This is an optimization exercise on Yosys and OpenROAD, whose aim is small area, a short achievable clock period and few clock cycles, not a production implementation. In this exercise RTL edits were held to simulation tests only and were not proved equivalent to the original. Power and IR drop assume default switching activity.

`design/flow/flow/run.sh`:
```
#!/bin/bash
# Standard ORFS layout, with two changes: the port buffers are a small, fast
# buffer instead of the default delay buffer, and clock tree synthesis adds
# no dummy loads.
set -euo pipefail
PORTBUF=sky130_fd_sc_hd__buf_1
CTS="-sink_clustering_enable -repair_clock_nets -buf_list sky130_fd_sc_hd__clkbuf_8 -dont_use_dummy_load"
bash standard.sh "BUFFER_PORTS_ARGS=-buffer_cell $PORTBUF" "CTS_ARGS=$CTS" finish > standard.log 2>&1
```
`design/flow/standard.sh`:
```
#!/bin/bash
# synth_recipe.tcl (not shown) runs the flow's synth.tcl, then flattens the netlist and writes it again
# the make line also repeats each setting of config.mk as NAME=value (left out here)
make -C /OpenROAD-flow-scripts/flow DESIGN_CONFIG=/design/flow/config.mk WORK_HOME=/design/flow/orfs CLKGATE_MAP_FILE= SYNTH_SCRIPT=/design/flow/synth_recipe.tcl "${@:-finish}"
```
`design/flow/config.mk`:
```
export PLATFORM = sky130hd
export DESIGN_NAME = t43dr_codec
export DESIGN_NICKNAME = t43dr_codec
export VERILOG_FILES = /design/flow/design.v
export SDC_FILE = /design/flow/constraint.sdc
export NUM_CORES = 4
export LEC_CHECK = 0
export CAP_MARGIN = 20
export CORE_MARGIN = 2
export CORE_UTILIZATION = 40
export SETUP_SLACK_MARGIN = 2.0
export SLEW_MARGIN = 20
```
`design/flow/constraint.sdc`:
```
create_clock -name core_clock -period 4.0 [get_ports {clk}]
set_input_delay 0.8000 -clock core_clock [delete_from_list [all_inputs] [get_ports {clk}]]
set_output_delay 0.8000 -clock core_clock [all_outputs]
set_load 0.01 [all_outputs]
```
`design/flow/design.v`:
```
module t43dr_encoder (
    input  wire        clk,
    input  wire        rst,
    input  wire        start_valid,
    output wire        start_ready,
    input  wire [7:0]  cmd,
    input  wire [15:0] len,
    input  wire        data_valid,
    output wire        data_ready,
    input  wire [7:0]  data,
    output wire        wire_valid,
    input  wire        wire_ready,
    output wire [7:0]  wire_data,
    output reg         size_err
);
    localparam [7:0] START = 8'h02;
    localparam [7:0] END   = 8'h03;
    localparam [7:0] ESC   = 8'h1B;
    reg s_idle, s_rej, s_cmd, s_lenh, s_lenl, s_data, s_chk, s_end;
    reg [9:0] cnt;        
    reg [7:0] sum;
    reg       wv;         
    reg       ef;         
    reg [7:0] wd;
    function is_marker(input [7:0] b);
        is_marker = (b == START) || (b == END) || (b == ESC);
    endfunction
    assign wire_valid = wv;
    assign wire_data  = ef ? ESC : wd;
    wire can_load = wire_ready && !ef;
    reg hdr_rdy;
    reg dat_rdy;
    assign start_ready = wire_ready && hdr_rdy;
    assign data_ready  = wire_ready && dat_rdy;
    wire too_long = (|len[15:10]) || (len[9] && (|len[8:0]));
    reg  hdr_seen;
    reg  hdr_long;
    wire go    = s_idle && hdr_seen && !hdr_long;    
    wire d_in  = s_data && data_valid;
    wire load  = can_load && (go || s_cmd || s_lenh || s_lenl || d_in || s_chk || s_end);
    wire [7:0] val = ({8{s_idle}} & START)
                   | ({8{s_cmd}}  & cmd)
                   | ({8{s_lenh}} & {6'd0, cnt[9:8]})
                   | ({8{s_lenl}} & cnt[7:0])
                   | ({8{s_data}} & data)
                   | ({8{s_chk}}  & sum)
                   | ({8{s_end}}  & END);
    wire mk = (s_cmd  && is_marker(cmd))
           || (s_lenh && (cnt[9:8] == 2'd2))
           || (s_lenl && is_marker(cnt[7:0]))
           || (s_data && is_marker(data))
           || (s_chk  && is_marker(sum));
    wire cnt_zero = (cnt == 10'd0);
    wire cnt_one  = (cnt == 10'd1);
    wire n_idle = (s_idle && !go && !(hdr_seen && hdr_long)) || (s_idle && go && !can_load)
               || (s_rej && wire_ready) || (s_end && can_load);
    wire n_rej  = (s_idle && hdr_seen && hdr_long) || (s_rej && !wire_ready);
    wire n_cmd  = (go && can_load) || (s_cmd && !can_load);
    wire n_lenh = (s_cmd && can_load) || (s_lenh && !can_load);
    wire n_lenl = (s_lenh && can_load) || (s_lenl && !can_load);
    wire n_data = (s_lenl && can_load && !cnt_zero) || (s_data && !(d_in && can_load && cnt_one));
    wire n_chk  = (s_lenl && can_load && cnt_zero) || (d_in && can_load && cnt_one) || (s_chk && !can_load);
    wire n_end  = (s_chk && can_load) || (s_end && !can_load);
    wire n_ef = load ? mk : (ef && !wire_ready);
    always @(posedge clk) begin
        if (can_load)
            wd <= val;
        if (load && s_cmd)
            sum <= cmd;
        else if (load && (s_lenh || s_lenl || s_data))
            sum <= sum ^ val;
        if (load && s_cmd)
            cnt <= len[9:0];
        else if (load && s_data)
            cnt <= cnt - 10'd1;
        hdr_long <= too_long;
    end
    always @(posedge clk) begin
        if (rst) begin
            s_idle   <= 1'b1;
            s_rej    <= 1'b0;
            s_cmd    <= 1'b0;
            s_lenh   <= 1'b0;
            s_lenl   <= 1'b0;
            s_data   <= 1'b0;
            s_chk    <= 1'b0;
            s_end    <= 1'b0;
            wv       <= 1'b0;
            ef       <= 1'b0;
            size_err <= 1'b0;
            hdr_rdy  <= 1'b0;
            dat_rdy  <= 1'b0;
            hdr_seen <= 1'b0;
        end else begin
            s_idle   <= n_idle;
            s_rej    <= n_rej;
            s_cmd    <= n_cmd;
            s_lenh   <= n_lenh;
            s_lenl   <= n_lenl;
            s_data   <= n_data;
            s_chk    <= n_chk;
            s_end    <= n_end;
            size_err <= s_rej && wire_ready;
            ef       <= n_ef;
            if (load)
                wv <= 1'b1;
            else if (wire_ready && !ef)
                wv <= 1'b0;
            hdr_rdy  <= n_cmd || n_rej;
            dat_rdy  <= n_data && !n_ef;
            hdr_seen <= start_valid && !start_ready;
        end
    end
endmodule
module t43dr_decoder (
    input  wire        clk,
    input  wire        rst,
    input  wire        clear,
    input  wire        in_valid,
    output wire        in_ready,
    input  wire [7:0]  in_data,
    output reg         out_valid,
    input  wire        out_ready,
    output reg         out_last,
    output wire [7:0]  out_data,
    output wire [2:0]  out_status,
    output wire [7:0]  out_cmd,
    output wire [15:0] out_len
);
    reg st_cmd;     
    reg st_lh;      
    reg st_ll;      
    reg st_dat;     
    reg st_chk;     
    reg st_we;      
    reg esc;
    reg [7:0] cmd_r;
    reg [9:0] P;
    reg [9:0] Q;
    reg       h_big;    
    reg [7:0] sum;
    reg [7:0] ev_r;
    assign out_cmd    = cmd_r;
    assign out_len    = {Q[5:0], P};
    assign out_data   = ev_r;
    assign out_status = ev_r[2:0];
    assign in_ready = out_ready;
    wire fire = in_valid && out_ready;
    wire c_cmd = st_cmd && !clear;
    wire c_lh  = st_lh  && !clear;
    wire c_ll  = st_ll  && !clear;
    wire c_dat = st_dat && !clear;
    wire c_chk = st_chk && !clear;
    wire c_we  = st_we  && !clear;
    wire c_esc = esc    && !clear;
    wire c_in  = c_cmd || c_lh || c_ll || c_dat || c_chk || c_we;    
    wire is_se   = (in_data[7:1] == 7'b0000001);    
    wire is_esc  = (in_data == 8'h1B);
    wire literal = c_esc || !(is_se || is_esc);
    wire e_esc   = !c_esc && is_esc;                 
    wire e_start = !c_esc && is_se && !in_data[0];
    wire e_end   = !c_esc && is_se &&  in_data[0];
    wire len_big  = h_big || (P[9] && (|in_data));
    wire len_zero = !h_big && (P[9:8] == 2'd0) && (in_data == 8'd0);
    wire cnt_last = (Q == 10'd1);
    wire n_cmd = e_start || (c_cmd && e_esc);
    wire n_lh  = (c_cmd && literal) || (c_lh && e_esc);
    wire n_ll  = (c_lh  && literal) || (c_ll && e_esc);
    wire n_dat = (c_ll  && literal && !len_big && !len_zero)
              || (c_dat && literal && !cnt_last) || (c_dat && e_esc);
    wire n_chk = (c_ll  && literal && len_zero)
              || (c_dat && literal && cnt_last) || (c_chk && e_esc);
    wire n_we  = (c_chk && literal) || (c_we && e_esc);
    wire ev_size = c_ll && literal && len_big;
    wire ev_dat  = c_dat && literal;
    wire ev_end  = e_end && c_we;
    wire ev      = ev_size || ev_dat || (c_we && literal) || (e_end && c_in);
    wire [2:0] ev_status = ev_size ? 3'd3 :
                           ev_end  ? {1'b0, (sum != 8'h00), 1'b0} : 3'd4;
    always @(posedge clk) begin
        if (st_cmd)
            cmd_r <= in_data;
        if (st_lh) begin
            P[9:8] <= in_data[1:0];
            Q      <= {4'd0, in_data[7:2]};
            h_big  <= (|in_data[7:2]) || (&in_data[1:0]);
        end
        if (st_ll) begin
            P[7:0] <= in_data;
            if (!len_big)
                Q <= {P[9:8], in_data};
        end
        if (st_dat && fire && !clear && !e_esc)
            Q <= Q - 10'd1;
        if (fire && !e_esc)
            sum <= c_cmd ? in_data : (sum ^ in_data);
        if (out_ready) begin
            out_last <= !ev_dat;
            ev_r     <= {in_data[7:3], ev_dat ? in_data[2:0] : ev_status};
        end
    end
    always @(posedge clk) begin
        if (rst) begin
            st_cmd    <= 1'b0;
            st_lh     <= 1'b0;
            st_ll     <= 1'b0;
            st_dat    <= 1'b0;
            st_chk    <= 1'b0;
            st_we     <= 1'b0;
            esc       <= 1'b0;
            out_valid <= 1'b0;
        end else begin
            if (out_ready)
                out_valid <= in_valid && ev;
            if (fire) begin
                st_cmd <= n_cmd;
                st_lh  <= n_lh;
                st_ll  <= n_ll;
                st_dat <= n_dat;
                st_chk <= n_chk;
                st_we  <= n_we;
                esc    <= e_esc;
            end else if (clear) begin
                st_cmd <= 1'b0;
                st_lh  <= 1'b0;
                st_ll  <= 1'b0;
                st_dat <= 1'b0;
                st_chk <= 1'b0;
                st_we  <= 1'b0;
                esc    <= 1'b0;
            end
        end
    end
endmodule
module t43dr_codec (
    input  wire        clk,
    input  wire        rst,
    input  wire        tx_start_valid,
    output wire        tx_start_ready,
    input  wire [7:0]  tx_cmd,
    input  wire [15:0] tx_len,
    input  wire        tx_data_valid,
    output wire        tx_data_ready,
    input  wire [7:0]  tx_data,
    output wire        txw_valid,
    input  wire        txw_ready,
    output wire [7:0]  txw_data,
    output wire        tx_size_err,
    input  wire        rx_clear,
    input  wire        rx_valid,
    output wire        rx_ready,
    input  wire [7:0]  rx_data,
    output wire        rxo_valid,
    input  wire        rxo_ready,
    output wire        rxo_last,
    output wire [7:0]  rxo_data,
    output wire [2:0]  rxo_status,
    output wire [7:0]  rxo_cmd,
    output wire [15:0] rxo_len
);
    t43dr_encoder u_enc (
        .clk         (clk),
        .rst         (rst),
        .start_valid (tx_start_valid),
        .start_ready (tx_start_ready),
        .cmd         (tx_cmd),
        .len         (tx_len),
        .data_valid  (tx_data_valid),
        .data_ready  (tx_data_ready),
        .data        (tx_data),
        .wire_valid  (txw_valid),
        .wire_ready  (txw_ready),
        .wire_data   (txw_data),
        .size_err    (tx_size_err)
    );
    t43dr_decoder u_dec (
        .clk        (clk),
        .rst        (rst),
        .clear      (rx_clear),
        .in_valid   (rx_valid),
        .in_ready   (rx_ready),
        .in_data    (rx_data),
        .out_valid  (rxo_valid),
        .out_ready  (rxo_ready),
        .out_last   (rxo_last),
        .out_data   (rxo_data),
        .out_status (rxo_status),
        .out_cmd    (rxo_cmd),
        .out_len    (rxo_len)
    );
endmodule
```
==> metrics.cfg, run 1 <==
[outcome]
outcome = timing/DRC/antenna clean

[cts]
cts.sinks = 95
cts_inserted_buffers = 9
path_clk_slew_ps = 90
cts.path.max_buffers = 2
clock_latency_ps = 390
htreeDepth = 3
cts-root-buf = clkbuf_8
cts_tree = done

[route]
ant_nets = 0
drc = 0
wl_mm = 11.3
vias_per_cell = 5.47
drt_iter0_markers = 232
vias = 3743
wl_per_cell_um = 16.6
dr.pass1.iters = 5

[synthesis]
seq_area_frac_synth = 0.534
syn_area_um2 = 4720
synth_edf_count = 62
synth_nets = 506
async_flop_share = 0
synth_seq_cells = 95
synth_ff_type = edfxtp_1
netlist-cell-type-count = 56
synth_area_per_cell_um2 = 10.5
yosysWarnings = 2
synth_cells = 451

[finish]
final_area_um2 = 5450
num-fill-cells = 1083
final_cell_mix = buf_1, edfxtp_1, nor2_1
multi_input_area_um2 = 2070
diodes = 0
area_delta_synth_final_pct = 15.5
drive_above_1_share = 0.120
nets = 598
seqCellArea_um2 = 2530
utilization = 0.476
final_common_cell = buf_1

[floorplan]
pin_count = 98
die_area_um2 = 12700
die_w_um = 113
coreArea_um2 = 11500
start_util = 0.412
die_h_um = 113
rows = 39

[global_route]
grt_pass1_vias = 3604
grt_max_degree = 22
grt_first_pass_wirelength_mm = 18.2
grt_overflow = 0
grt_use_total = 0.184
antenna_found_initial = 0

[sta]
clock_skew_ps = 30.2
fmax_mhz = 504
slew_viol_final = 0
setup_viol_count_final = 0
min_period_ps = 1980
hold_violations = 0
rsz0062_at_grt = true
tns_ps = 0
worst_slew_pin_slew_ps = 738
whs_ps = 472
timing.slew.headroom = 0.504
fin_crit_sh = 0.496

[pwr]
power-per-cell-area_nw_per_um2 = 313
ir_drop_v = 0.000285
leakage_nw = 1.85

[hold_path]
hp-class = flop to flop

[placement]
port-buffer-count = 97
gp_congestion = 0.864
dp_hpwl_mm = 8.01
dpl-instance-area_um2 = 5170

[setup_path]
worstPathRequired_ps = 4140
cp-end-kind = flop
cp.arrival_ps = 2130
crit_fanout = 7
crit_path_start_kind = input pin
worstSetupPathType = input pin to flop

[job]
max-cap-violations = 0

layout make-up:
cell class	count	area share
flip-flops and latches	95	0.464
multi-input cells	317	0.379
repair buffers	110	0.0941
well taps	143	0.0328
clock buffers	9	0.0227
inverters	10	0.00780
per-stage QoR:
stage	worst slack, ps	std cells	total power [mW]
final	2020	684	1.71
after global routing	1970	684	1.78
after CTS	2000	683	1.72
after detailed placement	1180	665	1.22
after global placement	1260	665	1.22
after floorplan	1830	451	1.16
repair_timing:
item / in CTS / in global routing
buffers inserted: 9 / 1
hold buffers: 0 / 0
resized for setup: 23 / 7
endpoints found under the setup margin: 67 / 29
pin swaps: 2 / 2
kinds of logic after synthesis:
logic type,after synthesis,synth area share
mux,14,0.0307
flops,95,0.534
simple gates,176,0.188
fa+ha+maj,7,0.0186
compound gates,96,0.143
buf+inv,39,0.0411
xor+xnor,24,0.0445
cell usage after synthesis (all sizes together), types with 3 or more instances:
cell	n	area share
buf	16	0.023
dfxtp	33	0.14
inv	9	0.0072
a221o	4	0.0085
and3	4	0.0053
nand3b	5	0.0080
o211ai	3	0.0048
a211oi	3	0.0048
xor2	3	0.0056
nand3	12	0.013
o31ai	3	0.0048
and4	3	0.0056
mux2	4	0.0095
nand2	45	0.036
o2111ai	5	0.0093
nand2b	7	0.0093
o21ai	7	0.0082
a22oi	15	0.024
a31oi	3	0.0040
nor4	15	0.024
a21oi	33	0.037
xnor2	21	0.039
mux2i	10	0.021
o21a	3	0.0048
nor2	50	0.040
ha	7	0.019
edfxtp	62	0.39
nor2b	8	0.011
and2	4	0.0053
or2	6	0.0080
clkbuf	13	0.010
nand4	5	0.0066
nor3	7	0.0074
where the power goes:
group | total [mW] | switching (mW) | internal [mW]
clock network | 0.501 | 0.299 | 0.202
registers | 1.07 | 0.0132 | 1.06
logic | 0.130 | 0.0800 | 0.0503
per-layer routing:
layer | wire length, µm | up-vias | global-route usage
met4 | 123 | 0 | 0.0569
met5 | 0 | - | 0
met1 | 5320 | 1743 | 0.255
li1 | - | 1847 | -
met2 | 5100 | 143 | 0.273
met3 | 789 | 10 | 0.0605
path summary, 6_finish.rpt:
check	startpoint	to	slack (ps)	cells past startpoint
worst max-delay path	rx_data[2]	u_dec.ev_r[1]	2020	8
worst min-delay path	u_enc.s_rej	u_enc.size_err	470	2
worst max register to register	u_enc.ef	u_enc.cnt[3]	2100	7
worst min register to register	u_enc.s_rej	u_enc.size_err	470	2
state kept, by name (all words and copies together) (netlist names), 8 cells and up, named ones only:
register / count
u_dec.Q: 10
u_dec.cmd_r: 8
u_enc.cnt: 10
u_dec.ev_r: 8
u_enc.sum: 8
u_dec.sum: 8
u_enc.wd: 8
u_dec.P: 10
worst max-delay path, stage by stage:
cell and delay, ps:
buf_2 170, nor4_4 300, buf_4 180, buf_4 130
o2111a_1 260, a211oi_1 100, a21oi_1 130, nor2_1 50
Testbench counts, summed over its fixed seeds: cycles 75,669.
==> run 2, diff against run 1 <==
--- a/design/flow/config.mk
+++ b/design/flow/config.mk
@@ -9,4 +9,4 @@
 export CORE_MARGIN = 2
 export CORE_UTILIZATION = 40
-export SETUP_SLACK_MARGIN = 2.0
+export SETUP_SLACK_MARGIN = 1.9
 export SLEW_MARGIN = 20
==> run 2 against run 1 <==
Against the previous run:
- clock power is essentially flat
- critical path type unchanged
- combinational power shrank 3%
- critical endpoint is now u_dec.Q[6]
- sequential share of layout area grew 0.47 points
- register-to-register slack lost 70 ps
==> metrics.cfg, run 2 <==
[outcome]
outcome = timing/DRC/antenna clean  ; unchanged

[job]
max-cap-violations = 0  ; unchanged

[cts]
cts-root-buf = clkbuf_8  ; unchanged
cts_inserted_buffers = 9  ; unchanged
cts_tree = done  ; unchanged
path_clk_slew_ps = 90  ; about the same
hold_buffers = 0  ; unchanged
clock_latency_ps = 380  ; was 390 ps
htreeDepth = 3  ; unchanged
cts.sinks = 95  ; unchanged
cts.path.max_buffers = 2  ; unchanged

[synthesis]
synth_area_per_cell_um2 = 10.5  ; unchanged
synthSimpleGateAreaFrac = 0.188  ; unchanged
seq_area_frac_synth = 0.534  ; unchanged
synth-compound-area-share = 0.143  ; unchanged
synth_nets = 506  ; unchanged
ys_top_cells_by_count = edfxtp_1, nor2_1, nand2_1, dfxtp_1, a21oi_1  ; unchanged
synth_cells = 451  ; unchanged
synth_fa_ha_area_frac = 0.0186  ; unchanged
synth_top_family_by_area = simple AND/OR/NAND/NOR gates  ; unchanged
netlist_top_cells_area = edfxtp_1, dfxtp_1, nor2_1  ; unchanged
synth_top_area_share = 0.394  ; unchanged
yosysWarnings = 2  ; unchanged
async_flop_share = 0  ; unchanged
synth_edf_count = 62  ; unchanged
syn_area_um2 = 4720  ; unchanged
synthXorXnorAreaFrac = 0.0445  ; unchanged
synth_seq_cells = 95  ; unchanged
synth.area.mux_share = 0.0307  ; unchanged
yosysMostFrequentCell = edfxtp_1  ; unchanged
synth_ff_type = edfxtp_1  ; unchanged
yosysTopAreaCell = edfxtp_1  ; unchanged
netlist-cell-type-count = 56  ; unchanged

[sta]
setup_viol_count_final = 0  ; unchanged
whs_ps = 486  ; was 472 ps
clock_skew_ps = 23.4  ; was 30.2 ps
timing.slew.headroom = 0.567  ; was 0.504
fmax_mhz = 488  ; was 504 MHz
fin_crit_sh = 0.512  ; was 0.496
slew_viol_final = 0  ; unchanged
rsz0062_at_grt = false  ; was true
worst_slew_pin_slew_ps = 641  ; was 738 ps
hold_violations = 0  ; unchanged
min_period_ps = 2050  ; was 1980 ps
tns_ps = 0  ; unchanged

[finish]
num-fill-cells = 1098  ; was 1083
largestRegisters = u_dec.P x10, u_dec.Q x10, u_enc.cnt x10  ; unchanged
multi_input_area_um2 = 2050  ; was 2070 µm²
diodes = 0  ; unchanged
seqCellArea_um2 = 2520  ; was 2530 µm²
drive_above_1_share = 0.102  ; was 0.120
nets = 595  ; was 598
final_cell_mix = buf_1, edfxtp_1, nor2_1  ; unchanged
final_common_cell = buf_1  ; unchanged
area_delta_synth_final_pct = 14.2  ; was 15.5%

[route]
wl_per_cell_um = 16.6  ; about the same
dr.pass1.iters = 5  ; unchanged
route.met2.wl_mm = 5.10  ; about the same
wl_met1_mm = 5.41  ; was 5.32 mm
ant_nets = 0  ; unchanged
vias_per_cell = 5.50  ; was 5.47
met3_length_um = 629  ; was 789 µm
vias = 3745  ; was 3743
drc = 0  ; unchanged
dr.max_layer_used = met4  ; unchanged
drt_iter0_markers = 258  ; was 232
wl_mm = 11.3  ; about the same

[floorplan]
rows = 39  ; unchanged
coreArea_um2 = 11500  ; unchanged
start_util = 0.412  ; unchanged
pin_count = 98  ; unchanged
die_area_um2 = 12700  ; unchanged
die_w_um = 113  ; unchanged
die_h_um = 113  ; unchanged

[global_route]
grt_overflow = 0  ; unchanged
grt_pass1_vias = 3491  ; was 3604
grt_use_total = 0.182  ; was 0.184
grt_first_pass_wirelength_mm = 18.1  ; was 18.2 mm
antenna_found_initial = 0  ; unchanged
grt_max_degree = 22  ; unchanged

[pwr]
design_power_total_mw = 1.70  ; was 1.71 mW
power-per-cell-area_nw_per_um2 = 316  ; was 313 nW/µm²
leakage_nw = 1.83  ; was 1.85 nW
ir_drop_v = 0.000186  ; was 0.000285 V

[setup_path]
cp-end-kind = flop  ; unchanged
crit_fanout = 17  ; was 7
crit_path_start_kind = input pin  ; unchanged
startpoint = rx_clear  ; was rx_data[2]
worstSetupPathType = input pin to flop  ; unchanged
worstPathRequired_ps = 4260  ; was 4140 ps
cp.arrival_ps = 2310  ; was 2130 ps
r2r-start = u_enc.s_cmd  ; was u_enc.ef

[placement]
dp_hpwl_mm = 8.21  ; was 8.01 mm
port-buffer-count = 97  ; unchanged
gp_congestion = 0.839  ; was 0.864

[hold_path]
hp-class = flop to flop  ; unchanged
hp-start = u_enc.s_rej  ; unchanged

## run 2: cell types whose count changed in the layout (fill, tap and decap cells not counted), sizes merged
| cell | before | now |
|---|---|---|
| clkbuf | 9 | 12 |
| buf | 110 | 104 |
## run 2: power by group
group	internal [mW]	leakage, nW	total [mW]	switching (mW)
Clock	0.202	0.0647	0.504	0.302
Sequential	1.06	0.846	1.07	0.0131
Combinational	0.0478	0.914	0.126	0.0784
## run 2: worst paths after layout
path,cells after the start,end,slack [ps]
hold / removal,2,u_enc.size_err,490
hold reg to reg,2,u_enc.size_err,490
setup reg to reg,5,u_enc.sum[5],2030
setup / recovery,5,u_dec.Q[6],1950
## run 2: cell type report
class | count | share of cell area
tap | 143 | 0.0332
inverter | 10 | 0.00789
clock buffer | 9 | 0.0230
sequential | 95 | 0.468
multi-input combinational | 317 | 0.381
timing repair buffer | 107 | 0.0870
## run 2: critical path, stage by stage
cell and delay (ps):
clkbuf_2 200, nand4b_1 250, a41o_4 350, o41a_1 390, a221o_1 310
## run 2: logic make-up (layout without fill, tap and decap cells)
logic type,count (synthesis),after routing
compound gates,96,96
xor+xnor,24,24
fa+ha+maj,7,7
buf+inv,39,126
flops,95,95
mux,14,14
simple gates,176,176
## run 2: through the flow
step           worst slack [ps]  cells  instance area [µm²]   util
5_1_grt                    1910    681                 5390  0.470
2_1_floorplan              1830    451                 4760      -
3_3_place_gp               1290    666                 5170  0.451
4_1_cts                    1900    681                 5370  0.469
3_5_place_dp               1210    666                 5170  0.451
6_report                   1950    681                 5390  0.470
## run 2: layer usage
| metal | track usage | up-vias |
|---|---|---|
| li1 | - | 1835 |
| met1 | 0.265 | 1781 |
| met2 | 0.268 | 120 |
| met3 | 0.0351 | 9 |
| met4 | 0.0699 | 0 |
| met5 | 0 | - |
## run 2: repair_timing
action | in CTS | in global routing
setup endpoints to repair | 43 | 38
gates resized for setup | 12 | 7
hold endpoints to repair | 0 | 0
setup buffers | 6 | 0
pin swaps | 2 | 0
cloned | 0 | 0
==> run 3, diff against run 2 <==
==> design/flow/flow/run.sh (replaced) <==
#!/bin/bash
# Standard ORFS layout, with three changes: the port buffers are a small, fast
# buffer instead of the default delay buffer; clock tree synthesis adds no
# dummy loads; and each ready output is placed beside the input it follows.
set -euo pipefail
PORTBUF=sky130_fd_sc_hd__buf_1
CTS="-sink_clustering_enable -repair_clock_nets -buf_list sky130_fd_sc_hd__clkbuf_8 -dont_use_dummy_load"
bash standard.sh "BUFFER_PORTS_ARGS=-buffer_cell $PORTBUF" "CTS_ARGS=$CTS" "IO_CONSTRAINTS=$(pwd)/flow/io.tcl" finish > standard.log 2>&1
==> design/flow/flow/io.tcl (new file) <==
# Keep each ready output next to the input it follows, so that the path
# between them stays short.
set_io_pin_constraint -group -order -pin_names {rxo_ready rx_ready}
set_io_pin_constraint -group -order -pin_names {tx_start_ready txw_ready tx_data_ready}
--- a/design/flow/config.mk
+++ b/design/flow/config.mk
@@ -9,4 +9,4 @@
 export CORE_MARGIN = 2
 export CORE_UTILIZATION = 40
-export SETUP_SLACK_MARGIN = 1.9
+export SETUP_SLACK_MARGIN = 2.0
 export SLEW_MARGIN = 20
==> run 3 against run 2 <==
Against the previous run:
- clock skew increased by 2.4 ps
- first-iteration DRC count increased by 21%
- clock power about the same
- critical path depth unchanged
- cell area increased by 0.91%
- largest power group unchanged
==> metrics.cfg, run 3 <==
[sta]
hold_violations = 0  ; unchanged
clock_skew_ps = 25.9  ; was 23.4 ps
worst_slew_pin_slew_ps = 743  ; was 641 ps
timing.slew.headroom = 0.498  ; was 0.567
rsz0062_at_grt = true  ; was false
fin_crit_sh = 0.496  ; was 0.512
setup_viol_count_final = 0  ; unchanged
tns_ps = 0  ; unchanged
fmax_mhz = 504  ; was 488 MHz
slew_viol_final = 0  ; unchanged
min_period_ps = 1990  ; was 2050 ps

[floorplan]
die_area_um2 = 12700  ; unchanged
pin_count = 98  ; unchanged
die_h_um = 113  ; unchanged
die_w_um = 113  ; unchanged
rows = 39  ; unchanged
start_util = 0.412  ; unchanged
coreArea_um2 = 11500  ; unchanged

[synthesis]
synth_area_per_cell_um2 = 10.5  ; unchanged
async_flop_share = 0  ; unchanged
seq_area_frac_synth = 0.534  ; unchanged
netlist-cell-type-count = 56  ; unchanged
synth_ff_type = edfxtp_1  ; unchanged
synth_top_area_share = 0.394  ; unchanged
synth_edf_count = 62  ; unchanged
ys_top_cells_by_count = edfxtp_1, nor2_1, nand2_1, dfxtp_1, a21oi_1  ; unchanged
yosysMostFrequentCell = edfxtp_1  ; unchanged
synth_nets = 506  ; unchanged
synth_cells = 451  ; unchanged
synth_seq_cells = 95  ; unchanged
yosysTopAreaCell = edfxtp_1  ; unchanged
syn_area_um2 = 4720  ; unchanged
yosysWarnings = 2  ; unchanged
netlist_top_cells_area = edfxtp_1, dfxtp_1, nor2_1  ; unchanged

[global_route]
grt_pass1_vias = 3623  ; was 3491
grt_overflow = 0  ; unchanged
antenna_found_initial = 0  ; unchanged
grt_first_pass_wirelength_mm = 18.6  ; was 18.1 mm
grt_use_total = 0.186  ; was 0.182
grt_max_degree = 22  ; unchanged

[setup_path]
rr_worst_depth = 4  ; was 5
cp-end-kind = flop  ; unchanged
crit_fanout = 14  ; was 17
worstSetupPathType = input pin to flop  ; unchanged
r2r-start = u_enc.cnt[6]  ; was u_enc.s_cmd
timing.rr.end = u_enc.cnt[9]  ; was u_enc.sum[5]
cp.arrival_ps = 2250  ; was 2310 ps
startpoint = rx_clear  ; unchanged
cp-endpoint = u_dec.Q[6]  ; unchanged
worstPathRequired_ps = 4260  ; about the same
crit_path_start_kind = input pin  ; unchanged
r2r_setup_slack_ps = 2160  ; was 2030 ps

[finish]
diodes = 0  ; unchanged
largestRegisters = u_dec.P x10, u_dec.Q x10, u_enc.cnt x10  ; unchanged
final_cell_mix = buf_1, edfxtp_1, nor2_1  ; unchanged
drive_above_1_share = 0.122  ; was 0.102
multi_input_area_um2 = 2070  ; was 2050 µm²
num-fill-cells = 1120  ; was 1098
fin_cells = 684  ; was 681
nets = 598  ; was 595
seqCellArea_um2 = 2530  ; was 2520 µm²
area_delta_synth_final_pct = 15.2  ; was 14.2%
final_common_cell = buf_1  ; unchanged

[route]
ant_nets = 0  ; unchanged
wl_per_cell_um = 16.9  ; was 16.6 µm
drt_iter0_markers = 312  ; was 258
wl_mm = 11.5  ; was 11.3 mm
vias_per_cell = 5.57  ; was 5.50
drc = 0  ; unchanged
vias = 3807  ; was 3745
dr.pass1.iters = 6  ; was 5

[cts]
cts-root-buf = clkbuf_8  ; unchanged
htreeDepth = 3  ; unchanged
clock_latency_ps = 380  ; about the same
path_clk_slew_ps = 80  ; was 90 ps
cts_inserted_buffers = 9  ; unchanged
cts_tree = done  ; unchanged
cts.sinks = 95  ; unchanged
cts.path.max_buffers = 2  ; unchanged

[pwr]
leakage_nw = 1.85  ; was 1.83 nW
ir_drop_v = 0.000215  ; was 0.000186 V
design_power_total_mw = 1.71  ; was 1.70 mW
p_int_mw = 1.31  ; about the same
seqPwrFrac = 0.628  ; was 0.630
clkPwrFrac = 0.295  ; was 0.296
power_frac_comb = 0.077  ; was 0.074
swShare = 0.232  ; was 0.231
power-per-cell-area_nw_per_um2 = 314  ; was 316 nW/µm²
power.switching_mw = 0.397  ; was 0.393 mW

[placement]
dp_cells = 665  ; was 666
gp_congestion = 0.849  ; was 0.839
dp_hpwl_mm = 8.16  ; was 8.21 mm
port-buffer-count = 97  ; unchanged

[job]
max-cap-violations = 0  ; unchanged

[hold_path]
hp-class = flop to flop  ; unchanged

[outcome]
outcome = timing/DRC/antenna clean  ; unchanged

==> run 3: cell counts after synthesis <==
No cell type changed its count.
==> run 3: kinds of logic (layout without fill, tap and decap cells) <==
family                   after synthesis  count (layout)  share of synthesized area
AO/OA/AOI/OAI                         96              96                      0.143
AND/OR/NAND/NOR                      176             176                      0.188
XOR/XNOR                              24              24                     0.0445
multiplexers                          14              14                     0.0307
flip-flops                            95              95                      0.534
adder cells (fa/ha/maj)                7               7                     0.0186
buffers and inverters                 39             129                     0.0411
==> run 3: worst min path at each step <==
stage	startpoint	endpoint	cells after the start	slack, ps
after floorplan	u_enc.s_rej	u_enc.size_err	2	430
after global placement	u_enc.s_rej	u_enc.size_err	2	470
after detailed placement	u_enc.s_rej	u_enc.size_err	2	470
after CTS	u_enc.s_rej	u_enc.size_err	2	480
after global routing	u_enc.s_rej	u_enc.size_err	2	490
final	u_enc.s_rej	u_enc.size_err	2	490
==> run 3: worst max-delay path, stage by stage <==
cell and delay, ps:
buf_2 180, nand4b_1 250, a41o_4 320, o41a_1 380, a221o_1 320
==> run 3: repair_timing <==
item / in CTS / in global routing
pin swaps: 2 / 1
gates cloned: 0 / 0
setup endpoints to repair: 71 / 29
buffers inserted: 10 / 0
gates resized for setup: 23 / 7
hold buffers: 0 / 0
==> run 3: final cells by class <==
class	instances	share of cell area
inverters	10	0.00782
clock buffers	9	0.0228
multi-input cells	317	0.380
well taps	143	0.0329
flip-flops and latches	95	0.465
repair buffers	110	0.0909
==> run 3: layer usage <==
metal / share of wire / up-vias / GRT usage
li1: - / 1835 / -
met1: 0.48 / 1825 / 0.260
met2: 0.45 / 125 / 0.278
met3: 0.053 / 22 / 0.0454
met4: 0.020 / 0 / 0.0772
met5: 0 / - / 0
==> run 3: through the flow <==
stage	worst slack, ps	hold slack (ps)	cell area [µm²]	util
6_report	2010	487	5440	0.474
5_1_grt	1980	494	5440	0.474
3_5_place_dp	1160	465	5170	0.451
4_1_cts	2000	481	5420	0.473
3_3_place_gp	1260	471	5170	0.451
2_1_floorplan	1830	430	4770	-
==> run 3: power by group through the flow <==
stage	Clock [mW]	Combinational [mW]	Sequential, mW
after global routing	0.555	0.145	1.08
after CTS	0.525	0.130	1.07
final	0.505	0.131	1.07
after floorplan	0	0.0680	1.10
after global placement	0	0.121	1.10
after detailed placement	0	0.123	1.10
==> run 4, diff against run 3 <==
--- a/design/flow/config.mk
+++ b/design/flow/config.mk
@@ -8,5 +8,5 @@
 export CAP_MARGIN = 20
 export CORE_MARGIN = 2
-export CORE_UTILIZATION = 40
+export CORE_UTILIZATION = 55
 export SETUP_SLACK_MARGIN = 2.0
 export SLEW_MARGIN = 20
==> run 4 against run 3 <==
Against the previous run:
- still clean on timing, DRC and antenna
- synthesized area unchanged
- combinational power hardly changed
- cell area is 0.21% higher
- total power down 0.15%
- synthesized cell count stayed put
- clock-buffer cell count is the same
- sequential share of layout area decreased by 0.073 points
- die area decreased by 26%
- critical path depth decreased by 2
- critical path type is now input pin to primary output
- highest routed layer unchanged
==> metrics.cfg, run 4 <==
[pwr]
power.switching_mw = 0.392  ; was 0.397 mW
swShare = 0.230  ; was 0.232
leakage_nw = 1.87  ; was 1.85 nW
design_power_total_mw = 1.71  ; about the same
power_frac_comb = 0.076  ; was 0.077
power-per-cell-area_nw_per_um2 = 313  ; was 314 nW/µm²
ir_drop_v = 0.000147  ; was 0.000215 V
clkPwrFrac = 0.295  ; about the same
p_int_mw = 1.32  ; was 1.31 mW
seqPwrFrac = 0.629  ; was 0.628

[global_route]
grt_overflow = 0  ; unchanged
use_met1 = 0.304  ; was 0.260
met3_usage = 0.0332  ; was 0.0454
grt_use_total = 0.242  ; was 0.186
grt_pass1_vias = 3736  ; was 3623
top_usage_layer = met2  ; unchanged
grt_max_degree = 24  ; was 22
grt_first_pass_wirelength_mm = 18.4  ; was 18.6 mm
met2_usage = 0.425  ; was 0.278
antenna_found_initial = 0  ; unchanged

[synthesis]
yosysMostFrequentCell = edfxtp_1  ; unchanged
synth_top_area_share = 0.394  ; unchanged
synth_cells = 451  ; unchanged
netlist-cell-type-count = 56  ; unchanged
yosysWarnings = 2  ; unchanged
seq_area_frac_synth = 0.534  ; unchanged
yosysTopAreaCell = edfxtp_1  ; unchanged
syn_area_um2 = 4720  ; unchanged
synth_ff_type = edfxtp_1  ; unchanged
async_flop_share = 0  ; unchanged
ys_top_cells_by_count = edfxtp_1, nor2_1, nand2_1, dfxtp_1, a21oi_1  ; unchanged
synth_seq_cells = 95  ; unchanged
synth_nets = 506  ; unchanged
synth_edf_count = 62  ; unchanged
netlist_top_cells_area = edfxtp_1, dfxtp_1, nor2_1  ; unchanged
synth_area_per_cell_um2 = 10.5  ; unchanged

[setup_path]
worstPathRequired_ps = 3200  ; was 4260 ps
crit_path_start_kind = input pin  ; unchanged
cp.arrival_ps = 1170  ; was 2250 ps
crit_fanout = 6  ; was 14
worstSetupPathType = input pin to primary output  ; was input pin to flop
cp-end-kind = primary output  ; was flop

[sta]
rsz0062_at_grt = true  ; unchanged
clock_skew_ps = 33.9  ; was 25.9 ps
fmax_mhz = 506  ; was 504 MHz
fin_crit_sh = 0.494  ; was 0.496
hold_violations = 0  ; unchanged
min_period_ps = 1970  ; was 1990 ps
worst_slew_pin_slew_ps = 779  ; was 743 ps
slew_viol_final = 0  ; unchanged
timing.slew.headroom = 0.476  ; was 0.498
setup_viol_count_final = 0  ; unchanged
tns_ps = 0  ; unchanged

[finish]
drive_above_1_share = 0.127  ; was 0.122
num-fill-cells = 676  ; was 1120
nets = 601  ; was 598
diodes = 0  ; unchanged
final_common_cell = buf_1  ; unchanged
final_cell_mix = buf_1, edfxtp_1, nor2_1  ; unchanged
largestRegisters = u_dec.P x10, u_dec.Q x10, u_enc.cnt x10  ; unchanged
area_delta_synth_final_pct = 15.5  ; was 15.2%

[cts]
htreeDepth = 3  ; unchanged
clock_latency_ps = 360  ; was 380 ps
path_clk_slew_ps = 100  ; was 80 ps
cts.sinks = 95  ; unchanged
cts-root-buf = clkbuf_8  ; unchanged
cts_inserted_buffers = 9  ; unchanged
cts.path.max_buffers = 2  ; unchanged
cts_tree = done  ; unchanged
hold_buffers = 0  ; unchanged

[floorplan]
pin_count = 98  ; unchanged
coreArea_um2 = 8260  ; was 11500 µm²
die_area_um2 = 9340  ; was 12700 µm²
die_h_um = 96.6  ; was 113 µm
start_util = 0.572  ; was 0.412
rows = 33  ; was 39
die_w_um = 96.6  ; was 113 µm

[route]
wl_per_cell_um = 17.1  ; was 16.9 µm
ant_nets = 0  ; unchanged
wl_mm = 11.1  ; was 11.5 mm
drt_iter0_markers = 203  ; was 312
drc = 0  ; unchanged
vias_per_cell = 5.94  ; was 5.57
vias = 3856  ; was 3807
dr.pass1.iters = 5  ; was 6

[outcome]
outcome = timing/DRC/antenna clean  ; unchanged

[job]
max-cap-violations = 0  ; unchanged

[placement]
dp_hpwl_mm = 7.89  ; was 8.16 mm
port-buffer-count = 97  ; unchanged
gp_congestion = 0.866  ; was 0.849

[hold_path]
hp-class = flop to flop  ; unchanged

run 4: cell count changes in the layout (fill, tap and decap cells not counted), sizes merged:
cell    before  now
buf        110  112
clkbuf       9   10
run 4: cell type report:
type	instances	area (µm²)	share of cell area
clock buffer	9	124	0.0227
multi-input combinational	317	2070	0.381
inverter	10	42.5	0.00781
tap	105	131	0.0241
sequential	95	2530	0.464
timing repair buffer	113	547	0.100
run 4: repair_timing:
item / 4_1_cts / 5_1_grt
pin swaps: 3 / 3
setup endpoints to repair: 70 / 33
buffers inserted: 11 / 2
resized for setup: 21 / 11
run 4: logic make-up after synthesis:
| family | Yosys count | share of synthesized area |
|---|---|---|
| and+or+nand+nor | 176 | 0.188 |
| AOI/OAI and AO/OA | 96 | 0.143 |
| DFF | 95 | 0.534 |
| buffers and inverters | 39 | 0.0411 |
| xor gates and xnor gates | 24 | 0.0445 |
| muxes | 14 | 0.0307 |
| adders and majority gates | 7 | 0.0186 |
run 4: routing by layer:
metal | share of wire | wire length, µm
met1 | 0.42 | 4630
met3 | 0.053 | 592
met4 | 0.022 | 250
met5 | 0 | 0
met2 | 0.51 | 5660
run 4: power by group through the flow:
stage | clock (mW) | sequential, mW | combinational, mW
finish | 0.503 | 1.07 | 0.130
detailed placement | 0 | 1.10 | 0.119
global route | 0.548 | 1.08 | 0.143
floorplan | 0 | 1.10 | 0.0680
global placement | 0 | 1.10 | 0.117
CTS | 0.508 | 1.07 | 0.126
run 4: path summary, 6_finish.rpt:
kind	slack (ps)	start	cells past startpoint	endpoint
max	2030	txw_ready	3	tx_start_ready
min	450	u_enc.s_rej	2	u_enc.size_err
max reg2reg	2160	u_dec.Q[2]	4	u_dec.Q[7]
min reg2reg	450	u_enc.s_rej	2	u_enc.size_err
run 4: critical path: stages:
cell and delay [ps]:
buf_6 110, and2_4 150, buf_6 110
run 4: metrics by stage:
stage / cells / worst slack (ps) / utilization / area, µm² / hold slack (ps)
after floorplan: 451 / 1830 / - / 4770 / 430
after global placement: 627 / 1240 / 0.620 / 5120 / 455
after detailed placement: 627 / 1190 / 0.620 / 5120 / 465
after CTS: 647 / 2000 / 0.653 / 5400 / 448
after global routing: 649 / 1990 / 0.660 / 5450 / 459
final: 649 / 2030 / 0.660 / 5450 / 449
==> run 5, diff against run 4 <==
--- a/design/flow/config.mk
+++ b/design/flow/config.mk
@@ -8,5 +8,5 @@
 export CAP_MARGIN = 20
 export CORE_MARGIN = 2
-export CORE_UTILIZATION = 55
+export CORE_UTILIZATION = 20
 export SETUP_SLACK_MARGIN = 2.0
 export SLEW_MARGIN = 20
==> run 5 against run 4 <==
Against the previous run:
- clock-buffer cell count is the same
- register-to-register slack got worse by 40 ps
- sequential cell count stayed put
- worst setup slack got worse by 11 ps
- combinational power rose by 5%
- non-clock buffer count shrank 1
- sequential power is essentially flat
- critical path depth stayed put
- critical path type unchanged
- largest power group unchanged
==> metrics.cfg, run 5 <==
[setup_path]
crit_buf_inv = 2  ; unchanged
crit_path_start_kind = input pin  ; unchanged
crit_path_frequent_cell = buf_6  ; unchanged
worstSetupPathType = input pin to primary output  ; unchanged
r2r_setup_slack_ps = 2120  ; was 2160 ps
timing.rr.end = u_dec.Q[7]  ; unchanged
cp_cell_sequence = buf_6 > and2_4 > buf_6  ; unchanged
r2r-start = u_dec.Q[0]  ; was u_dec.Q[2]
path_depth = 3  ; unchanged
worstPathRequired_ps = 3200  ; about the same
cp.arrival_ps = 1190  ; was 1170 ps
slowest_stage = and2_4  ; unchanged
critPathMaxStageDelay_ps = 160  ; was 150 ps
rr_worst_depth = 4  ; unchanged
cp-end-kind = primary output  ; unchanged
crit_family = buffers and inverters  ; unchanged
crit_fanout = 6  ; unchanged

[global_route]
grt_overflow = 0  ; unchanged
grt_max_degree = 22  ; was 24
grt_use_total = 0.101  ; was 0.242
grt_pass1_vias = 3592  ; was 3736
antenna_found_initial = 0  ; unchanged
grt_first_pass_wirelength_mm = 19.6  ; was 18.4 mm

[cts]
cts-root-buf = clkbuf_8  ; unchanged
htreeDepth = 3  ; unchanged
path_clk_slew_ps = 70  ; was 100 ps
cts.sinks = 95  ; unchanged
cts_inserted_buffers = 9  ; unchanged
cts_tree = done  ; unchanged
clock_latency_ps = 370  ; was 360 ps
cts.path.max_buffers = 2  ; unchanged

[synthesis]
syn_area_um2 = 4720  ; unchanged
synth_edf_count = 62  ; unchanged
ys_top_cells_by_count = edfxtp_1, nor2_1, nand2_1, dfxtp_1, a21oi_1  ; unchanged
netlist_top_cells_area = edfxtp_1, dfxtp_1, nor2_1  ; unchanged
yosysWarnings = 2  ; unchanged
synth_cells = 451  ; unchanged
async_flop_share = 0  ; unchanged
synth_ff_type = edfxtp_1  ; unchanged
yosysTopAreaCell = edfxtp_1  ; unchanged
seq_area_frac_synth = 0.534  ; unchanged
yosysMostFrequentCell = edfxtp_1  ; unchanged
synth_top_area_share = 0.394  ; unchanged
netlist-cell-type-count = 56  ; unchanged
synth_seq_cells = 95  ; unchanged
synth_nets = 506  ; unchanged
synth_area_per_cell_um2 = 10.5  ; unchanged

[placement]
gp_congestion = 0.824  ; was 0.866
dp_hpwl_mm = 9.08  ; was 7.89 mm
dpl_worst_slack_ps = 1140  ; was 1190 ps
dp_cells = 841  ; was 627
dpl-instance-area_um2 = 5390  ; was 5120 µm²
port-buffer-count = 97  ; unchanged

[sta]
rsz0062_at_grt = true  ; unchanged
fmax_mhz = 504  ; was 506 MHz
fin_ws_ps = 2010  ; was 2030 ps
worst_slew_pin_slew_ps = 826  ; was 779 ps
timing.slew.headroom = 0.444  ; was 0.476
setup_viol_count_final = 0  ; unchanged
slew_viol_final = 0  ; unchanged
min_period_ps = 1990  ; was 1970 ps
fin_crit_sh = 0.496  ; was 0.494
hold_violations = 0  ; unchanged
clock_skew_ps = 15.7  ; was 33.9 ps
tns_ps = 0  ; unchanged

[floorplan]
die_area_um2 = 24800  ; was 9340 µm²
pin_count = 98  ; unchanged
start_util = 0.202  ; was 0.572
coreArea_um2 = 23300  ; was 8260 µm²
rows = 56  ; was 33
die_w_um = 158  ; was 96.6 µm
die_h_um = 158  ; was 96.6 µm

[finish]
fin_cells = 862  ; was 649
multi_input_area_um2 = 2080  ; was 2070 µm²
nets = 600  ; was 601
final_cell_mix = buf_1, edfxtp_1, nor2_1  ; unchanged
num-fill-cells = 2490  ; was 676
area_delta_synth_final_pct = 21.0  ; was 15.5%
drive_above_1_share = 0.138  ; was 0.127
final_common_cell = buf_1  ; unchanged
diodes = 0  ; unchanged
seqCellArea_um2 = 2530  ; about the same
largestRegisters = u_dec.P x10, u_dec.Q x10, u_enc.cnt x10  ; unchanged
final_area_um2 = 5710  ; was 5450 µm²

[pwr]
leakage_nw = 1.89  ; was 1.87 nW
ir_drop_v = 0.000119  ; was 0.000147 V
power-per-cell-area_nw_per_um2 = 301  ; was 313 nW/µm²

[outcome]
outcome = timing/DRC/antenna clean  ; unchanged

[route]
drc = 0  ; unchanged
ant_nets = 0  ; unchanged
vias_per_cell = 4.41  ; was 5.94
wl_per_cell_um = 14.5  ; was 17.1 µm
wl_mm = 12.5  ; was 11.1 mm
vias = 3801  ; was 3856
dr.pass1.iters = 5  ; unchanged
drt_iter0_markers = 376  ; was 203

[job]
max-cap-violations = 0  ; unchanged

[hold_path]
holdPathEnd = u_enc.size_err  ; unchanged
min_path_cells = 2  ; unchanged
hp-class = flop to flop  ; unchanged
hp-start = u_enc.s_rej  ; unchanged

[run 5: changes by cell type in the layout (fill, tap and decap cells not counted), sizes merged]
cell,before,now
buf,112,105
clkbuf,10,16
[run 5: logic make-up (layout without fill, tap and decap cells)]
group | after synthesis | in the layout | synth area share
XOR/XNOR | 24 | 24 | 0.0445
adder cells (fa/ha/maj) | 7 | 7 | 0.0186
AND/OR/NAND/NOR | 176 | 176 | 0.188
buffers and inverters | 39 | 131 | 0.0411
flip-flops | 95 | 95 | 0.534
AO/OA/AOI/OAI | 96 | 96 | 0.143
multiplexers | 14 | 14 | 0.0307
[run 5: routing by layer]
layer	global-route usage	wire, µm	vias to the layer above
li1	-	-	1848
met1	0.137	5720	1776
met2	0.165	5820	168
met3	0.0227	895	9
met4	0.0169	71	0
met5	0	0	-
[run 5: power by group]
group	switching (mW)	leakage [nW]	internal (mW)	total [mW]
Sequential	0.0137	0.847	1.06	1.07
Clock	0.307	0.0647	0.203	0.510
Combinational	0.0836	0.976	0.0524	0.136
Total	0.405	1.89	1.32	1.72
[run 5: how the worst max path moves through the flow]
stage	start	end	slack [ps]
2_1_floorplan	rx_data[2]	u_dec.Q[6]	1830
3_3_place_gp	txw_ready	u_enc.cnt[3]	1240
3_5_place_dp	txw_ready	u_enc.cnt[3]	1140
4_1_cts	txw_ready	tx_start_ready	2010
5_1_grt	rx_data[2]	u_dec.ev_r[1]	1980
6_report	txw_ready	tx_start_ready	2010
[run 5: worst min-delay path, delay by kind of cell (launching register included)]
family	cells	cell delay, ps
simple gates	2	100
flops	1	330
[run 5: final cells by class]
class | count | area share
multi-input combinational | 317 | 0.364
sequential | 95 | 0.442
clock buffer | 9 | 0.0217
timing repair buffer | 112 | 0.0946
tap | 319 | 0.0699
inverter | 10 | 0.00788
[run 5: timing repair]
item / CTS / global route
setup endpoints to repair: 65 / 36
buffers inserted: 8 / 4
gates cloned: 0 / 0
pin swaps: 3 / 4
hold buffers: 0 / 0
resized for setup: 25 / 22
[run 5: metrics by stage]
| stage | total power [mW] | util | hold WS [ps] |
|---|---|---|---|
| 6_report | 1.72 | 0.245 | 480 |
| 5_1_grt | 1.79 | 0.245 | 505 |
| 4_1_cts | 1.74 | 0.242 | 475 |
| 3_5_place_dp | 1.22 | 0.231 | 463 |
| 3_3_place_gp | 1.22 | 0.231 | 466 |
| 2_1_floorplan | 1.16 | - | 430 |
==> run 6, diff against run 5 <==
--- a/design/flow/config.mk
+++ b/design/flow/config.mk
@@ -8,5 +8,5 @@
 export CAP_MARGIN = 20
 export CORE_MARGIN = 2
-export CORE_UTILIZATION = 20
+export CORE_UTILIZATION = 35
 export SETUP_SLACK_MARGIN = 2.0
 export SLEW_MARGIN = 20
==> run 6 against run 5 <==
Against the previous run:
- highest routed layer unchanged
- still clean on timing, DRC and antenna
- via count is 0.11% lower
- clock-buffer cell count stayed put
- register-to-register slack better by 30 ps
- critical path type unchanged
- cell count is 16% lower
- sequential cell count stayed put
- clock skew is 17 ps higher
- fmax is 0.17% higher
- synthesized area stayed put
- cell area is 3.2% lower
- worst hold slack better by 19 ps
- non-clock buffer count is 2 higher
==> metrics.cfg, run 6 <==
[outcome]
outcome = timing/DRC/antenna clean  ; unchanged

[synthesis]
synthSimpleGateAreaFrac = 0.188  ; unchanged
yosysMostFrequentCell = edfxtp_1  ; unchanged
synth_cells = 451  ; unchanged
yosysTopAreaCell = edfxtp_1  ; unchanged
synth-compound-area-share = 0.143  ; unchanged
synth_top_family_by_area = simple AND/OR/NAND/NOR gates  ; unchanged
ys_top_cells_by_count = edfxtp_1, nor2_1, nand2_1, dfxtp_1, a21oi_1  ; unchanged
synth_edf_count = 62  ; unchanged
synth_seq_cells = 95  ; unchanged
synth.area.mux_share = 0.0307  ; unchanged
seq_area_frac_synth = 0.534  ; unchanged
async_flop_share = 0  ; unchanged
synth_ff_type = edfxtp_1  ; unchanged
yosysWarnings = 2  ; unchanged
synth_area_per_cell_um2 = 10.5  ; unchanged
netlist-cell-type-count = 56  ; unchanged
synth_fa_ha_area_frac = 0.0186  ; unchanged
netlist_top_cells_area = edfxtp_1, dfxtp_1, nor2_1  ; unchanged
syn_area_um2 = 4720  ; unchanged
synth_nets = 506  ; unchanged
synth_top_area_share = 0.394  ; unchanged
synthXorXnorAreaFrac = 0.0445  ; unchanged

[setup_path]
worstPathRequired_ps = 3200  ; about the same
cp.arrival_ps = 1180  ; was 1190 ps
r2r-start = u_enc.s_data  ; was u_dec.Q[0]
rr_worst_depth = 4  ; unchanged
cp-end-kind = primary output  ; unchanged
worstSetupPathType = input pin to primary output  ; unchanged
startpoint = txw_ready  ; unchanged
timing.rr.end = u_enc.sum[0]  ; was u_dec.Q[7]
crit_fanout = 6  ; unchanged
cp-endpoint = tx_start_ready  ; unchanged
r2r_setup_slack_ps = 2150  ; was 2120 ps
crit_path_start_kind = input pin  ; unchanged

[cts]
cts.path.max_buffers = 2  ; unchanged
clock_latency_ps = 380  ; was 370 ps
cts.sinks = 95  ; unchanged
cts_tree = done  ; unchanged
htreeDepth = 3  ; unchanged
cts_inserted_buffers = 9  ; unchanged
hold_buffers = 0  ; unchanged
cts-root-buf = clkbuf_8  ; unchanged
path_clk_slew_ps = 90  ; was 70 ps

[placement]
port-buffer-count = 97  ; unchanged
dpl-instance-area_um2 = 5210  ; was 5390 µm²
dp_hpwl_mm = 8.45  ; was 9.08 mm
gp_congestion = 0.874  ; was 0.824
dpl_worst_slack_ps = 1310  ; was 1140 ps

[sta]
rsz0062_at_grt = true  ; unchanged
fmax_mhz = 505  ; was 504 MHz
clock_skew_ps = 32.4  ; was 15.7 ps
setup_viol_count_final = 0  ; unchanged
hold_violations = 0  ; unchanged
fin_ws_ps = 2020  ; was 2010 ps
slew_viol_final = 0  ; unchanged
fin_crit_sh = 0.495  ; was 0.496
worst_slew_pin_slew_ps = 616  ; was 826 ps
tns_ps = 0  ; unchanged
min_period_ps = 1980  ; was 1990 ps
whs_ps = 499  ; was 480 ps
timing.slew.headroom = 0.589  ; was 0.444

[route]
vias = 3797  ; was 3801
drc = 0  ; unchanged
ant_nets = 0  ; unchanged
wl_mm = 11.6  ; was 12.5 mm
dr.pass1.iters = 5  ; unchanged
drt_iter0_markers = 376  ; unchanged
vias_per_cell = 5.26  ; was 4.41
wl_per_cell_um = 16.1  ; was 14.5 µm

[finish]
final_cell_mix = buf_1, edfxtp_1, nor2_1  ; unchanged
final_common_cell = buf_1  ; unchanged
drive_above_1_share = 0.128  ; was 0.138
final_area_um2 = 5530  ; was 5710 µm²
num-fill-cells = 1327  ; was 2490
nets = 603  ; was 600
largestRegisters = u_dec.P x10, u_dec.Q x10, u_enc.cnt x10  ; unchanged
diodes = 0  ; unchanged
area_delta_synth_final_pct = 17.1  ; was 21.0%

[floorplan]
rows = 42  ; was 56
coreArea_um2 = 13200  ; was 23300 µm²
die_area_um2 = 14400  ; was 24800 µm²
pin_count = 98  ; unchanged
start_util = 0.358  ; was 0.202
die_h_um = 120  ; was 158 µm
die_w_um = 120  ; was 158 µm

[job]
max-cap-violations = 0  ; unchanged

[pwr]
design_power_total_mw = 1.70  ; was 1.72 mW
power-per-cell-area_nw_per_um2 = 308  ; was 301 nW/µm²
ir_drop_v = 0.000122  ; was 0.000119 V
leakage_nw = 1.87  ; was 1.89 nW

[global_route]
grt_max_degree = 26  ; was 22
grt_use_total = 0.162  ; was 0.101
grt_overflow = 0  ; unchanged
grt_pass1_vias = 3610  ; was 3592
antenna_found_initial = 0  ; unchanged
grt_first_pass_wirelength_mm = 18.3  ; was 19.6 mm

[hold_path]
hp-class = flop to flop  ; unchanged

-- run 6: timing repair --
action                                  in CTS  in global routing
gates cloned                                 0                  1
endpoints found under the setup margin      70                 33
gates resized for setup                     21                  9
endpoints found under the hold margin        0                  0
setup buffers                               11                  3
pin swaps                                    2                  0
-- run 6: report_power, final --
part	switching [mW]	internal, mW
logic	0.0799	0.0506
registers	0.0137	1.06
clock network	0.294	0.202
-- run 6: through the flow --
| stage | cells | utilization |
|---|---|---|
| after floorplan | 451 | - |
| after global placement | 698 | 0.395 |
| after detailed placement | 698 | 0.395 |
| after CTS | 718 | 0.414 |
| after global routing | 722 | 0.419 |
| final | 722 | 0.419 |
-- run 6: cell families (layout without fill, tap and decap cells) --
logic type	count (synthesis)	after routing
AOI/OAI and AO/OA	96	97
xor gates and xnor gates	24	24
adders and majority gates	7	7
buffers and inverters	39	133
DFF	95	95
muxes	14	14
and+or+nand+nor	176	176
-- run 6: how the worst min path moves through the flow --
stage | from | endpoint | slack [ps] | cells after the start
finish | u_dec.out_valid | u_dec.out_valid | 500 | 2
global route | u_dec.Q[9] | u_dec.Q[9] | 540 | 1
floorplan | u_enc.s_rej | u_enc.size_err | 430 | 2
detailed placement | u_enc.s_rej | u_enc.size_err | 480 | 2
global placement | u_enc.s_rej | u_enc.s_idle | 480 | 2
CTS | u_dec.out_valid | u_dec.out_valid | 500 | 2
-- run 6: area by class of cell --
cell class / instances / area (µm²) / share of cell area
clock buffers: 9 / 124 / 0.0224
flip-flops and latches: 95 / 2530 / 0.457
repair buffers: 114 / 542 / 0.0980
multi-input cells: 318 / 2070 / 0.375
well taps: 176 / 220 / 0.0398
inverters: 10 / 42.5 / 0.00770
-- run 6: layer usage --
metal,track usage,up-vias,share of wire
li1,-,1849,-
met1,0.222,1807,0.46
met2,0.251,127,0.47
met3,0.0352,14,0.058
met4,0.0588,0,0.014
met5,0,-,0
-- run 6: critical path, stage by stage --
cell    delay, ps
buf_4         130
and2_4        140
buf_6         110
==> run 7, diff against run 6 <==
--- a/design/flow/config.mk
+++ b/design/flow/config.mk
@@ -8,5 +8,5 @@
 export CAP_MARGIN = 20
 export CORE_MARGIN = 2
-export CORE_UTILIZATION = 35
+export CORE_UTILIZATION = 30
 export SETUP_SLACK_MARGIN = 2.0
 export SLEW_MARGIN = 20
==> run 7 against run 6 <==
Against the previous run:
- still clean on timing, DRC and antenna
- cell area about the same
- critical path depth unchanged
- synthesized cell count unchanged
- sequential power about the same
- sequential share of layout area about the same
- routed wire length decreased by 3.9%
==> metrics.cfg, run 7 <==
[finish]
drive_above_1_share = 0.119  ; was 0.128
num-fill-cells = 1589  ; was 1327
final_cell_mix = buf_1, edfxtp_1, nor2_1  ; unchanged
diodes = 0  ; unchanged
nets = 597  ; was 603
multi_input_area_um2 = 2070  ; about the same
utilization = 0.361  ; was 0.419
seqCellArea_um2 = 2530  ; about the same
largestRegisters = u_dec.P x10, u_dec.Q x10, u_enc.cnt x10  ; unchanged
final_common_cell = buf_1  ; unchanged
fin_cells = 751  ; was 722
area_delta_synth_final_pct = 17.1  ; about the same

[sta]
timing.slew.headroom = 0.519  ; was 0.589
fmax_mhz = 504  ; was 505 MHz
rsz0062_at_grt = true  ; unchanged
clock_skew_ps = 23.6  ; was 32.4 ps
tns_ps = 0  ; unchanged
min_period_ps = 1980  ; about the same
setup_viol_count_final = 0  ; unchanged
fin_crit_sh = 0.496  ; was 0.495
hold_violations = 0  ; unchanged
slew_viol_final = 0  ; unchanged
whs_ps = 458  ; was 499 ps
worst_slew_pin_slew_ps = 715  ; was 616 ps

[setup_path]
worstPathRequired_ps = 3200  ; about the same
rr_worst_depth = 4  ; unchanged
crit_fanout = 6  ; unchanged
crit_path_start_kind = input pin  ; unchanged
startpoint = txw_ready  ; unchanged
cp_cell_sequence = buf_4 > and2_4 > buf_6  ; unchanged
critPathMaxStageDelay_ps = 140  ; about the same
cp-end-kind = primary output  ; unchanged
slowest_stage = and2_4  ; unchanged
cp.arrival_ps = 1180  ; about the same
worstSetupPathType = input pin to primary output  ; unchanged

[hold_path]
hp-start = u_enc.s_rej  ; was u_dec.out_valid
hp-class = flop to flop  ; unchanged
min_path_cells = 2  ; unchanged

[synthesis]
synth_cells = 451  ; unchanged
netlist-cell-type-count = 56  ; unchanged
yosysMostFrequentCell = edfxtp_1  ; unchanged
yosysWarnings = 2  ; unchanged
async_flop_share = 0  ; unchanged
syn_area_um2 = 4720  ; unchanged
yosysTopAreaCell = edfxtp_1  ; unchanged
synth_top_area_share = 0.394  ; unchanged
synth_ff_type = edfxtp_1  ; unchanged
synth_seq_cells = 95  ; unchanged
synth_nets = 506  ; unchanged
ys_top_cells_by_count = edfxtp_1, nor2_1, nand2_1, dfxtp_1, a21oi_1  ; unchanged
seq_area_frac_synth = 0.534  ; unchanged
synth_area_per_cell_um2 = 10.5  ; unchanged
synth_edf_count = 62  ; unchanged
netlist_top_cells_area = edfxtp_1, dfxtp_1, nor2_1  ; unchanged

[global_route]
antenna_found_initial = 0  ; unchanged
grt_overflow = 0  ; unchanged
grt_use_total = 0.138  ; was 0.162
grt_first_pass_wirelength_mm = 18.1  ; was 18.3 mm
grt_pass1_vias = 3588  ; was 3610
grt_max_degree = 28  ; was 26

[job]
max-cap-violations = 0  ; unchanged

[cts]
cts_tree = done  ; unchanged
cts.sinks = 95  ; unchanged
cts_inserted_buffers = 9  ; unchanged
htreeDepth = 3  ; unchanged
clock_latency_ps = 380  ; about the same
cts-root-buf = clkbuf_8  ; unchanged
cts.path.max_buffers = 2  ; unchanged
path_clk_slew_ps = 70  ; was 90 ps
hold_buffers = 0  ; unchanged

[floorplan]
rows = 45  ; was 42
coreArea_um2 = 15300  ; was 13200 µm²
pin_count = 98  ; unchanged
start_util = 0.308  ; was 0.358
die_area_um2 = 16800  ; was 14400 µm²
die_w_um = 129  ; was 120 µm
die_h_um = 129  ; was 120 µm

[placement]
port-buffer-count = 97  ; unchanged
dp_cells = 733  ; was 698
dp_hpwl_mm = 8.22  ; was 8.45 mm
gp_congestion = 0.892  ; was 0.874

[pwr]
power.switching_mw = 0.389  ; was 0.387 mW
leakage_nw = 1.85  ; was 1.87 nW
swShare = 0.229  ; was 0.228
power_frac_comb = 0.076  ; was 0.077
seqPwrFrac = 0.631  ; was 0.632
power-per-cell-area_nw_per_um2 = 308  ; about the same
ir_drop_v = 0.000131  ; was 0.000122 V
clkPwrFrac = 0.293  ; was 0.291
p_int_mw = 1.31  ; about the same
design_power_total_mw = 1.70  ; about the same

[route]
drc = 0  ; unchanged
dr.pass1.iters = 5  ; unchanged
wl_per_cell_um = 14.9  ; was 16.1 µm
ant_nets = 0  ; unchanged
vias = 3803  ; was 3797
drt_iter0_markers = 312  ; was 376
wl_mm = 11.2  ; was 11.6 mm
vias_per_cell = 5.06  ; was 5.26

[outcome]
outcome = timing/DRC/antenna clean  ; unchanged

==> run 7: cell counts after synthesis <==
No cell type changed its count.
==> run 7: path summary, 6_finish.rpt <==
kind,end,slack [ps]
worst max-delay path,tx_start_ready,2020
worst min-delay path,u_enc.size_err,460
worst max register to register,u_enc.sum[1],2180
worst min register to register,u_enc.size_err,460
==> run 7: repair_timing <==
| action | in CTS | in global routing |
|---|---|---|
| pin swaps | 3 | 2 |
| endpoints found under the setup margin | 71 | 35 |
| gates resized for setup | 22 | 14 |
| buffers inserted | 8 | 1 |
==> run 7: cell families (layout without fill, tap and decap cells) <==
family / count (synthesis) / after routing / share of synthesized area
and+or+nand+nor: 176 / 176 / 0.188
AOI/OAI and AO/OA: 96 / 96 / 0.143
DFF: 95 / 95 / 0.534
buffers and inverters: 39 / 128 / 0.0411
xor gates and xnor gates: 24 / 24 / 0.0445
muxes: 14 / 14 / 0.0307
adders and majority gates: 7 / 7 / 0.0186
==> run 7: stage by stage <==
stage	worst slack [ps]	cell area (µm²)
global placement	1190	5250
global route	1980	5530
CTS	2000	5490
detailed placement	1090	5250
floorplan	1830	4770
finish	2020	5530
==> run 7: cell type report <==
type,instances,area share
timing repair buffer,109,0.0914
tap,211,0.0477
sequential,95,0.457
inverter,10,0.00769
clock buffer,9,0.0224
multi-input combinational,317,0.374
==> run 7: power by group through the flow <==
| stage | clock network (mW) | logic, mW | registers, mW |
|---|---|---|---|
| after floorplan | 0 | 0.0680 | 1.10 |
| after global routing | 0.552 | 0.145 | 1.08 |
| final | 0.499 | 0.129 | 1.07 |
| after detailed placement | 0 | 0.122 | 1.10 |
| after CTS | 0.522 | 0.128 | 1.07 |
| after global placement | 0 | 0.119 | 1.10 |
==> run 7: metal layers <==
metal | global-route usage | share of wire | wire, µm
met1 | 0.185 | 0.46 | 5100
met4 | 0.0506 | 0.013 | 145
met3 | 0.0306 | 0.065 | 721
met5 | 0 | 0 | 0
met2 | 0.219 | 0.47 | 5210
==> run 7: worst max-delay path: cells and delay by family <==
kind,cells,cell delay [ps]
buffers and inverters,2,240
and+or+nand+nor,1,140

re-timing with driven ports:
No port has a modelled driver above. Below, the same layouts with a new extraction and two added sets of constraints.
Step 1 assumes that a clkbuf_16 drives the clock port and a buf_2 every other input.
Step 2 moves the port delays by t, midway between the first and last clock arrival at a register: inputs arrive t later, outputs are due t later. That takes back most of the time a late clock gives input paths.
Three values: ideal ports, drivers, drivers and shift; two values: the first two.
run	t (ns)	setup WS [ns]	worst hold slack (ns)	clock arrival spread, ns	pins driven straight from the clock port
run 1	0.409	2.015 / 1.989 / 1.620	0.472 / 0.472 / 0.472	0.037 / 0.038	1
run 2	0.397	1.953 / 1.950 / 1.565	0.486 / 0.486 / 0.486	0.030 / 0.030	1
run 3	0.404	2.015 / 1.996 / 1.622	0.487 / 0.487 / 0.487	0.027 / 0.026	1
run 4	0.378	2.025 / 1.988 / 1.660	0.449 / 0.449 / 0.449	0.034 / 0.034	1
run 5	0.390	2.015 / 1.979 / 1.660	0.480 / 0.480 / 0.480	0.028 / 0.028	1
run 6	0.402	2.018 / 1.993 / 1.654	0.499 / 0.499 / 0.499	0.035 / 0.036	1
run 7	0.402	2.015 / 1.990 / 1.672	0.458 / 0.458 / 0.458	0.023 / 0.023	1
After both steps setup and hold are still met in every run listed. The setup slack of run 1, which loses most, moves by -0.026 ns with the drivers and by -0.395 ns with both steps.
